What follows belongs to an exercise in optimizing a design on an open flow for small area and a short achievable clock period; a production flow would make more cautious choices. Where RTL was checked, it was by simulation tests only, not by an equivalence proof against the original. Power is estimated from default activity; no workload was simulated.

// wfd
module wfd (
    input  wire        clk,
    input  wire        rst,
    input  wire        start,
    input  wire        s_end,
    input  wire        s_valid,
    input  wire [15:0] s_data,
    input  wire [15:0] cfg_vhigh,
    input  wire [15:0] cfg_vlow,
    input  wire        cfg_reverse,
    input  wire        cfg_invert,
    input  wire        cfg_verbose,
    output wire        s_ready,
    output wire        done,
    output wire        err,
    output wire [1:0]  err_code,
    output wire [2:0]  phase,
    output wire        b_valid,
    output wire [7:0]  b_data,
    output wire        sym_valid,
    output wire        sym,
    output wire [15:0] pre_start,
    output wire [15:0] pre_size,
    output wire [15:0] pre_end,
    output wire [15:0] short_dur,
    output wire [15:0] long_dur,
    output wire [15:0] byte_count,
    output wire        diag_sat,
    output wire        start_seen,
    output wire [2:0]  bitcnt,
    output wire [15:0] run
);
For scale: ~190 I/O pins.
Settings: LEC_CHECK=0, CAP_MARGIN=20, CORE_MARGIN=2, CORE_UTILIZATION=40, SLEW_MARGIN=20, BUFFER_PORTS_ARGS=-buffer_cell sky130_fd_sc_hd__buf_2; clock period 12.0 ns.
standard.sh (not shown) runs the stock make flow with config.mk's settings and CLKGATE_MAP_FILE= SYNTH_SCRIPT=/design/flow/synth_recipe.tcl, a recipe that flattens the netlist after the stock synthesis.
==> flow/flow/run.sh <==
#!/bin/bash
# Standard layout (the standard.sh) with two changes to how it is made:
# plain buf_2 cells on the input and output ports (instead of the default
# delay buffers), and timing repair that aims for more setup slack than the
# clock period needs, so that the layout reaches a shorter achieved period.
set -o pipefail
MARGIN=$(cat flow/margin.txt 2>/dev/null || echo 8)
echo 'export BUFFER_PORTS_ARGS = -buffer_cell sky130_fd_sc_hd__buf_2' >> config.mk
bash standard.sh SETUP_SLACK_MARGIN=$MARGIN finish > standard.log 2>&1
==> flow/flow/margin.txt <==
8
Edit:
==> flow/flow/run.sh (replaced) <==
#!/bin/bash
# Standard layout (the standard.sh) with these changes to how it is made:
# - plain buf_2 cells on the input and output ports, instead of the default
#   delay buffers;
# - no mapping of adders to full/half-adder cells before ABC (ADDER_MAP_FILE
#   empty), so ABC maps all of the logic;
# - timing repair that aims for more setup slack than the clock period needs
#   (flow/margin.txt, ns), so that the layout reaches a shorter period.
set -o pipefail
MARGIN=$(cat flow/margin.txt 2>/dev/null || echo 8)
EXTRA=$(cat flow/extra.txt 2>/dev/null || true)
echo 'export BUFFER_PORTS_ARGS = -buffer_cell sky130_fd_sc_hd__buf_2' >> config.mk
bash standard.sh ADDER_MAP_FILE= SETUP_SLACK_MARGIN=$MARGIN $EXTRA finish > standard.log 2>&1
==> flow/flow/margin.txt (replaced) <==
7.5
- ABC_AREA: default -> 1
After rerunning: The new run ran to the end with no violations; maximum frequency grows by 4.4%; synthesized area grows by 0.86%; final area shrinks by 18%; via count grows by 6.3%.
Edit:
==> flow/flow/margin.txt (replaced) <==
7.7
- CORE_UTILIZATION: 40 -> 55
- CTS_BUF_LIST: default -> sky130_fd_sc_hd__clkbuf_4 sky130_fd_sc_hd__clkbuf_8
The new run completed without violations.
Wire length shrinks by 3.3%.
Setup slack improves by 0.17 ns.
Power goes down by about 10%.
Cell area drops by about 1.3%.
Global-route usage goes up by 6.4 points.
Fmax is higher by about 4%.
Synthesized cell count does not change.
Via count climbs by 2.3%.
Edit:
--- a/flow/flow/run.sh
+++ b/flow/flow/run.sh
@@ -2,3 +2,3 @@
 # Standard layout (the standard.sh) with these changes to how it is made:
-# - plain buf_2 cells on the input and output ports, instead of the default
+# - plain buf_1 cells on the input and output ports, instead of the default
 #   delay buffers;
@@ -11,3 +11,3 @@
 EXTRA=$(cat flow/extra.txt 2>/dev/null || true)
-echo 'export BUFFER_PORTS_ARGS = -buffer_cell sky130_fd_sc_hd__buf_2' >> config.mk
+echo 'export BUFFER_PORTS_ARGS = -buffer_cell sky130_fd_sc_hd__buf_1' >> config.mk
 bash standard.sh ADDER_MAP_FILE= SETUP_SLACK_MARGIN=$MARGIN $EXTRA finish > standard.log 2>&1
- BUFFER_PORTS_ARGS: -buffer_cell sky130_fd_sc_hd__buf_2 -> -buffer_cell sky130_fd_sc_hd__buf_1
- CORE_UTILIZATION: 55 -> 65
- PLACE_DENSITY: default -> 0.8
What happened: The changed run ran to the end with no violations; power falls by 2.6%; routed wire length increases by 3.7%; hold slack gains 0.0066 ns; cell count came out lower by 1.5%; setup slack degrades by 0.13 ns; design area decreases by 0.65%; fmax is lower by 3.1%; sequential power is about the same; synthesized area is unchanged.
Edit:
--- a/flow/flow/run.sh
+++ b/flow/flow/run.sh
@@ -2,3 +2,3 @@
 # Standard layout (the standard.sh) with these changes to how it is made:
-# - plain buf_1 cells on the input and output ports, instead of the default
+# - plain buf_2 cells on the input and output ports, instead of the default
 #   delay buffers;
@@ -11,3 +11,3 @@
 EXTRA=$(cat flow/extra.txt 2>/dev/null || true)
-echo 'export BUFFER_PORTS_ARGS = -buffer_cell sky130_fd_sc_hd__buf_1' >> config.mk
+echo 'export BUFFER_PORTS_ARGS = -buffer_cell sky130_fd_sc_hd__buf_2' >> config.mk
 bash standard.sh ADDER_MAP_FILE= SETUP_SLACK_MARGIN=$MARGIN $EXTRA finish > standard.log 2>&1
==> flow/flow/margin.txt (replaced) <==
7.5
- BUFFER_PORTS_ARGS: -buffer_cell sky130_fd_sc_hd__buf_1 -> -buffer_cell sky130_fd_sc_hd__buf_2
- CORE_UTILIZATION: 65 -> 55
- PLACE_DENSITY: 0.8 -> default
After rerunning: Flip-flop and latch count is unchanged; clock skew grows by 0.0035 ns; routed wire length fell by about 4%; cell count goes up by 1.4%; count of clock-buffer cells in the layout does not change; critical path depth stays the same; hold slack gets worse by 0.0074 ns; via count shrinks by about 4%; synthesized area does not change; core utilization came out lower by 12 points; register-to-register slack stays flat.
Edit:
==> flow/flow/margin.txt (replaced) <==
7.8
- TNS_END_PERCENT: default -> 10
=>
- via count increases by about 2%
- cell count increases by 1.2%
- setup slack improved by 0.079 ns
- synthesized area does not change
- non-clock buffer count increases by 23
- synthesized cell count stays the same
- count of clock-buffer cells in the layout does not change


Another version of the RTL of wfd (not shown whole).
Size in the first run: ~1600 cells after synthesis, roughly 190 I/O pins, roughly 0.012 mm² of cells after synthesis.
export LEC_CHECK = 0
export ABC_AREA = 1
export CAP_MARGIN = 20
export CORE_MARGIN = 2
export CORE_UTILIZATION = 40
export SLEW_MARGIN = 20
export SYNTH_HIERARCHICAL = 1
export BUFFER_PORTS_ARGS = -buffer_cell sky130_fd_sc_hd__buf_2
create_clock -name core_clock -period 12.0 [get_ports {clk}]
==> flow/flow/run.sh <==
#!/bin/bash
# Standard layout (the standard.sh) with these changes to how it is made:
# - plain buf_2 cells on the input and output ports, instead of the default
#   delay buffers;
# - no mapping of adders to full/half-adder cells before ABC (ADDER_MAP_FILE
#   empty), so ABC maps all of the logic;
# - timing repair that aims for more setup slack than the clock period needs
#   (flow/margin.txt, ns), so that the layout reaches a shorter period.
set -o pipefail
MARGIN=$(cat flow/margin.txt 2>/dev/null || echo 8)
EXTRA=$(cat flow/extra.txt 2>/dev/null || true)
echo 'export BUFFER_PORTS_ARGS = -buffer_cell sky130_fd_sc_hd__buf_2' >> config.mk
bash standard.sh ADDER_MAP_FILE= SETUP_SLACK_MARGIN=$MARGIN $EXTRA finish > standard.log 2>&1
==> flow/flow/margin.txt <==
7.8
The starting point produced a clean layout.
Then changed:
==> flow/flow/margin.txt (replaced) <==
7
- ABC_AREA: 1 -> not set
What happened: The new run produced a clean layout. Total power came out lower by 5.6%. Via count went down by 7.0%. Cell count decreases by 19%. Utilization shrinks by 2.4 points. Clock skew barely changes.
Then changed:
- ABC_AREA: not set -> 1
Routed wire length is lower by a few percent.
Design area drops slightly.
Sequential cell count is unchanged.
Total power is higher by a few percent.
Non-clock buffer count is higher by 2.
Sequential power came out lower slightly.
Clock power went down slightly.
Worst hold slack got worse by 46 ps.
Core utilization rose by 0.85 points.
Synthesized area fell by a few percent.
Fmax increases by a few percent.
Then changed:
==> flow/flow/margin.txt (replaced) <==
0
- ABC_AREA: 1 -> not set
The new run passed the timing, DRC and antenna checks.
Sequential cell count does not change.
Power falls by about 0.9%.
Non-clock buffer count falls by 1.
Setup slack is worse by 870 ps.
Function was not checked in any run of this note: the RTL went through the layout flow alone.


== main ==
Another version of the RTL of wfd (not shown whole).
Size: about 190 I/O pins.
## wfd
module wfd (
    input  wire        clk,
    input  wire        rst,
    input  wire        start,
    input  wire        s_end,
    input  wire        s_valid,
    input  wire [15:0] s_data,
    input  wire [15:0] cfg_vhigh,
    input  wire [15:0] cfg_vlow,
    input  wire        cfg_reverse,
    input  wire        cfg_invert,
    input  wire        cfg_verbose,
    output wire        s_ready,
    output wire        done,
    output wire        err,
    output wire [1:0]  err_code,
    output wire [2:0]  phase,
    output wire        b_valid,
    output wire [7:0]  b_data,
    output wire        sym_valid,
    output wire        sym,
    output wire [15:0] pre_start,
    output wire [15:0] pre_size,
    output wire [15:0] pre_end,
    output wire [15:0] short_dur,
    output wire [15:0] long_dur,
    output wire [15:0] byte_count,
    output wire        diag_sat,
    output wire        start_seen,
    output wire [2:0]  bitcnt,
    output wire [15:0] run
);
    reg [2:0]  ph_q;
    reg        sr_q, dn_q, er_q;       
    reg [1:0]  ec_q;
    reg [15:0] vhx_q, vlx_q;           
    reg        rev_q, inv_q;
    reg [15:0] pst_q, psz_q, pend_q;
  ...
==> flow/config.mk <==
export PLATFORM = sky130hd
export DESIGN_NAME = wfd
export DESIGN_NICKNAME = wfd
export VERILOG_FILES = /design/flow/design.v
export SDC_FILE = /design/flow/constraint.sdc
export NUM_CORES = 4
export LEC_CHECK = 0
export ABC_AREA = 1
export CAP_MARGIN = 20
export CORE_MARGIN = 2
export CORE_UTILIZATION = 40
export SLEW_MARGIN = 20
export SYNTH_HIERARCHICAL = 1
export BUFFER_PORTS_ARGS = -buffer_cell sky130_fd_sc_hd__buf_2
==> flow/constraint.sdc <==
create_clock -name core_clock -period 12.0 [get_ports {clk}]
set_input_delay 2.4000 -clock core_clock [delete_from_list [all_inputs] [get_ports {clk}]]
set_output_delay 2.4000 -clock core_clock [all_outputs]
set_load 0.01 [all_outputs]
==> flow/flow/run.sh <==
#!/bin/bash
# Standard layout (the standard.sh) with these changes to how it is made:
# - synthesis is the standard flow's script, except that its final ABC mapping runs
#   flow/abc.script (an area-recovering mapping) instead of ORFS's script,
#   and adders are left to ABC (ADDER_MAP_FILE empty);
# - plain buf_2 cells on the input and output ports, instead of the default
#   delay buffers;
# - timing repair that aims for more setup slack than the clock period needs
#   (flow/margin.txt, ns), so that the layout reaches a shorter period.
# Each tool's output goes to the ORFS logs; make's output to standard.log.
set -o pipefail
W=$PWD
MARGIN=$(cat flow/margin.txt 2>/dev/null || echo 8)
echo 'export BUFFER_PORTS_ARGS = -buffer_cell sky130_fd_sc_hd__buf_2' >> config.mk
{
  head -n 1 synth_recipe.tcl
  cat <<EOT
proc abc {args} {
  set i [lsearch -exact \$args -script]
  if {\$i >= 0} {
    set args [lreplace \$args \$i [expr {\$i + 1}] -script $W/flow/abc.script]
  }
  yosys abc {*}\$args
}
EOT
  tail -n +2 synth_recipe.tcl
} > flow_synth.tcl
bash standard.sh SYNTH_SCRIPT=$W/flow_synth.tcl ADDER_MAP_FILE= SETUP_SLACK_MARGIN=$MARGIN finish > standard.log 2>&1
==> flow/flow/abc.script <==
&get -n
&st
&dch
&nf
&put
topo
stime -c
buffer -c
upsize -c
dnsize -c
==> flow/flow/margin.txt <==
8.0
main completed end to end with timing, DRC and antenna clean.
The following lists how the feature branch was set up differently from main:
# main
export LEC_CHECK = 0
export ABC_AREA = 1
export CAP_MARGIN = 20
export CORE_MARGIN = 2
export CORE_UTILIZATION = 40
export SLEW_MARGIN = 20
export SYNTH_HIERARCHICAL = 1
export BUFFER_PORTS_ARGS = -buffer_cell sky130_fd_sc_hd__buf_2
create_clock -name core_clock -period 12.0 [get_ports {clk}]
# the feature branch
export LEC_CHECK = 0
export ABC_AREA = 1
export CAP_MARGIN = 20
export CORE_MARGIN = 2
export CORE_UTILIZATION = 55
export CTS_BUF_LIST = sky130_fd_sc_hd__clkbuf_8
export SLEW_MARGIN = 20
export SYNTH_HIERARCHICAL = 1
export BUFFER_PORTS_ARGS = -buffer_cell sky130_fd_sc_hd__buf_2
create_clock -name core_clock -period 12.0 [get_ports {clk}]
==> flow/flow/run.sh <==
#!/bin/bash
# Standard layout (the standard.sh) with these changes to how it is made:
# - plain buf_2 cells on the input and output ports, instead of the default
#   delay buffers;
# - no mapping of adders to full/half-adder cells before ABC (ADDER_MAP_FILE
#   empty), so ABC maps all of the logic;
# - timing repair that aims for more setup slack than the clock period needs
#   (flow/margin.txt, ns), so that the layout reaches a shorter period.
set -o pipefail
MARGIN=$(cat flow/margin.txt 2>/dev/null || echo 8)
EXTRA=$(cat flow/extra.txt 2>/dev/null || true)
echo 'export BUFFER_PORTS_ARGS = -buffer_cell sky130_fd_sc_hd__buf_2' >> config.mk
bash standard.sh ADDER_MAP_FILE= SETUP_SLACK_MARGIN=$MARGIN $EXTRA finish > standard.log 2>&1
removed: flow/flow/abc.script
The feature branch reached the final stage; the timing, DRC and antenna checks on its layout passed.
Per the final summary, main finished and its layout is clean on timing, DRC and antenna.
main has a lower number of antenna violations at the first check in global routing than the feature branch.
The feature branch vs main — synthesized area rose 7.4%.
Worst setup margin delta (the feature branch − main): favourable
Comparing final weighted congestion in routability-driven placement for main and the feature branch, the smaller number came from main.
Re met1 track demand over resource in global routing: main and the feature branch aren't equal, and the higher value belongs to the feature branch.
main vs the feature branch, last element of the critical path: pend_q[4]$_SDFFCE_PP0P_ vs q3_q[13]$_SDFFCE_PP0P_
Function was not checked in any run of this note: the RTL went through the layout flow alone.


Setup of run A:
wfd with an RTL version that a note above also has.
Size: about 1,800 cells after synthesis.
clock: 12.0 ns
lec_check: 0
abc_area: 1
cap_margin: 20
core_margin: 2
core_utilization: 55
cts_buf_list: sky130_fd_sc_hd__clkbuf_4 sky130_fd_sc_hd__clkbuf_8
place_density: 0.75
slew_margin: 20
buffer_ports_args: -buffer_cell sky130_fd_sc_hd__buf_1
==> flow/flow/run.sh <==
#!/bin/bash
# Standard layout (the standard.sh) with these changes to how it is made:
# - plain buf_1 cells on the input and output ports, instead of the default
#   delay buffers;
# - no mapping of adders to full/half-adder cells before ABC (ADDER_MAP_FILE
#   empty), so ABC maps all of the logic;
# - timing repair that aims for more setup slack than the clock period needs
#   (flow/margin.txt, ns), so that the layout reaches a shorter period.
set -o pipefail
MARGIN=$(cat flow/margin.txt 2>/dev/null || echo 8)
EXTRA=$(cat flow/extra.txt 2>/dev/null || true)
echo 'export BUFFER_PORTS_ARGS = -buffer_cell sky130_fd_sc_hd__buf_1' >> config.mk
bash standard.sh ADDER_MAP_FILE= SETUP_SLACK_MARGIN=$MARGIN $EXTRA finish > standard.log 2>&1
==> flow/flow/margin.txt <==
7.7
Having completed the whole flow, run A delivered a layout that passed the timing, DRC and antenna checks.
#### Input delta (run B over run A)
Settings: a change of BUFFER_PORTS_ARGS from -buffer_cell sky130_fd_sc_hd__buf_1 to -buffer_cell sky130_fd_sc_hd__buf_2; a deleted CTS_BUF_LIST that had been sky130_fd_sc_hd__clkbuf_4 sky130_fd_sc_hd__clkbuf_8; a deleted PLACE_DENSITY that had been 0.75; a change of CORE_UTILIZATION from 55 to 40.
--- a/flow/flow/run.sh
+++ b/flow/flow/run.sh
@@ -3 +3 @@
-# - plain buf_1 cells on the input and output ports, instead of the default
+# - plain buf_2 cells on the input and output ports, instead of the default
@@ -12 +12 @@
-echo 'export BUFFER_PORTS_ARGS = -buffer_cell sky130_fd_sc_hd__buf_1' >> config.mk
+echo 'export BUFFER_PORTS_ARGS = -buffer_cell sky130_fd_sc_hd__buf_2' >> config.mk
==> flow/flow/margin.txt <==
8.4
Proportion of power drawn by combinational gates for run B is higher than for run A.
From run B to run A, sequential cell count did not move at all.
Run B vs run A — maximum frequency rose 2.6%.
Inputs modified between run B and run C:
--- a/flow/flow/run.sh
+++ b/flow/flow/run.sh
@@ -2,0 +3,3 @@
+# - synthesis is the standard flow's script, except that its final ABC mapping runs
+#   flow/abc.script (an area-recovering mapping) instead of ORFS's script,
+#   and adders are left to ABC (ADDER_MAP_FILE empty);
@@ -5,2 +7,0 @@
-# - no mapping of adders to full/half-adder cells before ABC (ADDER_MAP_FILE
-#   empty), so ABC maps all of the logic;
@@ -8,0 +10 @@
+# Each tool's output goes to the ORFS logs; make's output to standard.log.
@@ -9,0 +12 @@
+W=$PWD
@@ -11 +13,0 @@
-EXTRA=$(cat flow/extra.txt 2>/dev/null || true)
@@ -13 +15,14 @@
-bash standard.sh ADDER_MAP_FILE= SETUP_SLACK_MARGIN=$MARGIN $EXTRA finish > standard.log 2>&1
+{
+  head -n 1 synth_recipe.tcl
+  cat <<EOT
+proc abc {args} {
+  set i [lsearch -exact \$args -script]
+  if {\$i >= 0} {
+    set args [lreplace \$args \$i [expr {\$i + 1}] -script $W/flow/abc.script]
+  }
+  yosys abc {*}\$args
+}
+EOT
+  tail -n +2 synth_recipe.tcl
+} > flow_synth.tcl
+bash standard.sh SYNTH_SCRIPT=$W/flow_synth.tcl ADDER_MAP_FILE= SETUP_SLACK_MARGIN=$MARGIN finish > standard.log 2>&1
==> flow/flow/abc.script (new file) <==
&get -n
&st
&dch
&nf
&put
topo
stime -c
buffer -c
upsize -c
dnsize -c
==> flow/flow/margin.txt <==
7.8
--- outcome ---
Run comparison: run C commonest non-fill, non-tap cell in the layout buf_2; run B commonest non-fill, non-tap cell in the layout nand2_1
On area after synthesis, run C does better than run B.
Going from run B to run C, share of power burned in combinational logic went down by 1.6 points, share of synthesized cell area in full adder, half adder and majority cells increased by 0.51 points relative to the old numbers, fraction of the mapped netlist area in simple logic gates went down by 12 points, mux contribution to synthesized area rose 3.9 points.
Summary of run C over run B: delay of the slowest cell on the worst path saw an increase; power saw an increase; area growth from synthesis to layout saw a decrease; number of cells produced by synthesis saw a decrease; worst hold slack saw an increase.
## Diff of input files: run D against run C
Settings: BUFFER_PORTS_ARGS no longer set, was -buffer_cell sky130_fd_sc_hd__buf_2; ABC_AREA no longer set, was 1.
==> flow/run.sh (new file) <==
#!/bin/bash
# synth_recipe.tcl (not shown) runs the flow's synth.tcl, then flattens the netlist and writes it again
# the make line also repeats each setting of config.mk as NAME=value (left out here)
make -C /OpenROAD-flow-scripts/flow DESIGN_CONFIG=/design/flow/config.mk WORK_HOME=/design/flow/orfs CLKGATE_MAP_FILE= SYNTH_SCRIPT=/design/flow/synth_recipe.tcl finish
removed: flow/flow/run.sh
removed: flow/flow/abc.script
removed: flow/flow/margin.txt
removed: flow/standard.sh
## What came out
Non-clock buffer count down 74 in run D wrt run C
Run D vs run C: fraction of area in registers down in run D
Run D vs run C: clock buffer instance count of the final layout down in run D
Register-to-register slack: run D lower than run C
Global-route total usage across every layer was higher in run C than in run D.

[static timing again, ports no longer ideal]
The flow's constraints put no driver on any port. The routed layouts listed below were extracted and timed again, unchanged, in two steps. Step 1 sets driving cells, clkbuf_16 on the clock port and buf_2 on the other inputs (assumed; they add their load-dependent delay and slew). Step 2 times the ports against the registers' clock, not the clock port: input delays grow and output delays shrink by t, the midpoint of the rising clock arrivals with the driver on. Three values: ideal ports, drivers, drivers and shift; two values: the first two.
run | t, ns | setup WS [ns] | worst setup path at the end | worst data-port slew with drivers (ns)
the first run of note 1 | 0.480 | 7.495 / 7.488 / 7.008 | input to register | 0.07
the second run of note 1 | 0.483 | 7.685 / 7.716 / 7.232 | input to register | 0.06
the third run of note 1 | 0.508 | 7.855 / 7.875 / 7.367 | input to register | 0.06
the fourth run of note 1 | 0.512 | 7.725 / 7.739 / 7.227 | input to register | 0.06
the fifth run of note 1 | 0.509 | 7.733 / 7.740 / 7.231 | input to register | 0.05
the sixth run of note 1 | 0.516 | 7.811 / 7.769 / 7.384 | input to register | 0.06
the first run of note 2 | 0.480 | 7.894 / 7.851 / 7.371 | input to register | 0.13
the second run of note 2 | 0.476 | 7.121 / 7.146 / 6.670 | input to register | 0.06
the third run of note 2 | 0.468 | 7.341 / 7.328 / 6.860 | input to register | 0.07
the fourth run of note 2 | 0.476 | 6.467 / 6.491 / 6.015 | input to register | 0.06
main | 0.481 | 6.248 / 6.248 / 6.248 | register to register | 0.07
the feature branch | 0.517 | 8.028 / 8.047 / 7.530 | input to register | 0.07
run A | 0.497 | 7.847 / 7.865 / 7.368 | input to register | 0.07
run B | 0.485 | 7.954 / 7.947 / 7.462 | input to register | 0.06
run C | 0.479 | 7.057 / 7.069 / 6.590 | input to register | 0.09
run D | 0.475 | 6.640 / 6.663 / 6.189 | input to register | 0.06
After both steps setup and hold are still met in every run listed. For the first run of note 2, which loses most, drivers alone change the setup slack by -0.043 ns; drivers and shift together by -0.523 ns.
